Background: an optimization exercise with open tools, aiming at small area, a short achievable clock period and few clock cycles per item. Do not read the settings as production practice. At most, simulation tests tie the RTL to the original design; equivalence was not proved. Power is estimated from default activity; no workload was simulated.

before:
// picycle
module picycle (
    input  wire         clk,
    input  wire         rst,           
    input  wire [63:0]  cmd,
    input  wire         cmd_valid,
    output wire         cmd_ready,
    output wire [31:0]  pwm_pulse,
    output reg          pwm_write,
    output wire [191:0] led,
    output wire [31:0]  seq_pos,
    output wire         seq_valid,
    output wire         seq_done,
    output wire         seq_dir,
    output wire [31:0]  seq_cycles,
    output wire         status_ill
);
Settings: LEC_CHECK=0, CAP_MARGIN=20, CORE_MARGIN=2, CORE_UTILIZATION=55, SETUP_SLACK_MARGIN=5, SLEW_MARGIN=20; clock period 12.0 ns.
standard.sh (not shown) runs the stock make flow with config.mk's settings and CLKGATE_MAP_FILE= SYNTH_SCRIPT=/design/flow/synth_recipe.tcl, a recipe that flattens the netlist after the stock synthesis.
==> flow/flow/run.sh <==
#!/bin/bash
# The standard layout, with timing repair aimed at a larger setup margin.
set -euo pipefail
bash standard.sh SETUP_SLACK_MARGIN=6 finish > standard_flow.log 2>&1
Testbench counts of before, summed over its fixed seeds: cycles 25,575, commands 24,000.
Edits applied to the flow inputs when going from before to after:
==> flow/flow/run.sh <==
#!/bin/bash
# The standard layout, with timing repair aimed at a larger setup margin.
set -euo pipefail
bash standard.sh SETUP_SLACK_MARGIN=7 finish > standard_flow.log 2>&1
### Flow results
Of after and before, after shows the higher required arrival time at the worst endpoint, with before below it. The lower sequential fraction of total cell area of after and before is in after. Of the two values seen for uppermost signal routing layer after detailed routing, met4 was produced by before and met5 by after. Power in combinational cells is higher on after. Comparing after and before, the lower routed length on met3 is on before. Of after and before, the run reporting the higher area of all placed cells without fillers was after.

========
picycle, a different RTL version from the one above (not shown whole).
Size in the first run: about 700 flip-flops, about 360 I/O pins, about 48000 µm² of cells after synthesis.
export LEC_CHECK = 0
export CAP_MARGIN = 20
export CORE_MARGIN = 2
export CORE_UTILIZATION = 40
export SETUP_SLACK_MARGIN = 5
export SLEW_MARGIN = 20
create_clock -name core_clock -period 12.0 [get_ports {clk}]
==> flow/flow/run.sh <==
#!/bin/bash
# The standard layout, with timing repair aimed at a larger setup margin.
set -euo pipefail
bash standard.sh SETUP_SLACK_MARGIN=7 finish > standard_flow.log 2>&1
Then changed:
==> flow/run.sh (new file) <==
#!/bin/bash
# synth_recipe.tcl (not shown) runs the flow's synth.tcl, then flattens the netlist and writes it again
# the make line also repeats each setting of config.mk as NAME=value (left out here)
make -C /OpenROAD-flow-scripts/flow DESIGN_CONFIG=/design/flow/config.mk WORK_HOME=/design/flow/orfs CLKGATE_MAP_FILE= SYNTH_SCRIPT=/design/flow/synth_recipe.tcl finish
removed: flow/flow/run.sh
removed: flow/standard.sh
What happened: Synthesized cell count stays the same. Critical path depth went up by 1. Register-to-register slack got worse by 0.99 ns. Flip-flop and latch count stays the same. Clock power is higher by about 1%. Cell area came out lower by 12%. Routed wire length fell by 12%. Synthesized area is unchanged.
No functional check of the RTL was part of any run of this note.

========
picycle, a different RTL version from the one above (not shown whole).
Size: ~690 flip-flops, about 48000 um2 of cells after synthesis.
clock: 12.0 ns
lec_check: 0
cap_margin: 20
core_margin: 2
core_utilization: 55
setup_slack_margin: 5
slew_margin: 20
==> flow/flow/run.sh <==
#!/bin/bash
# The standard layout, with timing repair aimed at a larger setup margin.
set -euo pipefail
bash standard.sh SETUP_SLACK_MARGIN=7 finish > standard_flow.log 2>&1
Testbench counts at the start, summed over its fixed seeds: cycles 25,575, commands 24,000.
Rerun with:
==> flow/flow/run.sh (replaced) <==
#!/bin/bash
# The standard layout, with timing repair aimed at a larger setup margin.
set -euo pipefail
bash standard.sh SETUP_SLACK_MARGIN=7.5 finish > standard_flow.log 2>&1
The new run ran to the end with no violations.
Setup slack improves by 7.9 ps.
Clock power goes up by a few percent.
Core utilization goes up by 5.7 points.
Rerun with:
==> flow/flow/run.sh (replaced) <==
#!/bin/bash
# The standard layout, with timing repair aimed at a larger setup margin.
set -euo pipefail
bash standard.sh SETUP_SLACK_MARGIN=6 finish > standard_flow.log 2>&1
Result:
- The new run passed the timing, DRC and antenna checks
- synthesized cell count is unchanged
- sequential share of layout area increases by 3.8 points
- clock power stays flat
- final cell count drops by a few percent
- non-clock buffer count falls by 350
- sequential power stays flat
- combinational power falls by a quarter to a third
- worst setup slack gets worse by 780 ps
- clock-buffer cell count climbs by 5
- final area went down by roughly a tenth
Rerun with:
==> flow/flow/run.sh (replaced) <==
#!/bin/bash
# The standard layout, with timing repair aimed at a larger setup margin.
set -euo pipefail
bash standard.sh SETUP_SLACK_MARGIN=7 finish > standard_flow.log 2>&1
CORE_UTILIZATION = 60   (was 55)
Outcome:
- sequential power stays flat
- count of clock-buffer cells in the layout came out lower by 15
- power climbs by 10%
- worst setup slack is better by 650 ps
- sequential share of layout area shrinks by 2.0 points

========
## alpha
Another version of the RTL of picycle (not shown whole).
For scale: roughly 5900 cells after synthesis, about 680 flip-flops, about 360 I/O pins, ~49000 µm² of cells after synthesis.
export LEC_CHECK = 0
export CAP_MARGIN = 20
export CORE_MARGIN = 2
export CORE_UTILIZATION = 40
export SETUP_SLACK_MARGIN = 5
export SLEW_MARGIN = 20
create_clock -name core_clock -period 12.0 [get_ports {clk}]
==> flow/flow/run.sh <==
#!/bin/bash
# The standard layout, with timing repair aimed at a larger setup margin.
set -euo pipefail
bash standard.sh SETUP_SLACK_MARGIN=6.5 finish > standard_flow.log 2>&1
The flow did not stop early for alpha: all stages ran, and the layout cleared the timing, DRC and antenna checks.
What beta does differently from alpha at the input level:
--- a/flow/flow/run.sh
+++ b/flow/flow/run.sh
@@ -4 +4 @@
-bash standard.sh SETUP_SLACK_MARGIN=6.5 finish > standard_flow.log 2>&1
+bash standard.sh SETUP_SLACK_MARGIN=6 finish > standard_flow.log 2>&1
### Flow results
- Of alpha and beta, the higher final clock period utilization by the worst path belongs to alpha.
- Against alpha, internal power contribution in beta came out better.
- Per-cell via count in the routed design: beta lower than alpha
- [beta] met1 layer usage reported by global route fell 1.3 points relative to alpha
Function was not checked in any run of this note: the RTL went through the layout flow alone.

-- afterwards: timing with drivers on the ports --
The flow's constraints put no driver on any port. The routed layouts listed below were extracted and timed again, unchanged, in two steps. Step 1: set_driving_cell puts a clkbuf_16 on clk and a buf_2 on each other input, an assumption about the parent block. Step 2 times the ports against the registers' clock, not the clock port: input delays grow and output delays shrink by t, the midpoint of the rising clock arrivals with the driver on. Slacks: no drivers / after step 1 / after step 2; pairs: no drivers / after step 1.
run | t (ns) | setup WS [ns] | clock arrival spread, ns | worst register clock-pin slew, ns
before | 0.736 | 5.973 / 5.973 / 5.394 | 0.047 / 0.047 | 0.07 / 0.07
after | 0.733 | 6.407 / 6.407 / 6.323 | 0.037 / 0.038 | 0.07 / 0.07
the first run of note 2 | 0.733 | 6.185 / 6.185 / 6.030 | 0.031 / 0.030 | 0.07 / 0.07
the second run of note 2 | 0.746 | 5.198 / 5.198 / 4.562 | 0.038 / 0.038 | 0.07 / 0.07
the first run of note 3 | 0.736 | 6.812 / 6.812 / 6.327 | 0.063 / 0.063 | 0.07 / 0.07
the second run of note 3 | 0.748 | 6.820 / 6.820 / 6.573 | 0.045 / 0.045 | 0.08 / 0.08
the third run of note 3 | 0.719 | 6.044 / 6.044 / 5.506 | 0.050 / 0.050 | 0.07 / 0.07
the fourth run of note 3 | 0.715 | 6.689 / 6.689 / 6.298 | 0.049 / 0.050 | 0.07 / 0.07
alpha | 0.768 | 5.841 / 5.841 / 5.490 | 0.071 / 0.071 | 0.07 / 0.07
beta | 0.775 | 6.043 / 6.043 / 5.383 | 0.064 / 0.064 | 0.07 / 0.07
After both steps setup and hold are still met in every run listed. The setup slack of beta, which loses most, moves by 0.000 ns with the drivers and by -0.660 ns with both steps.
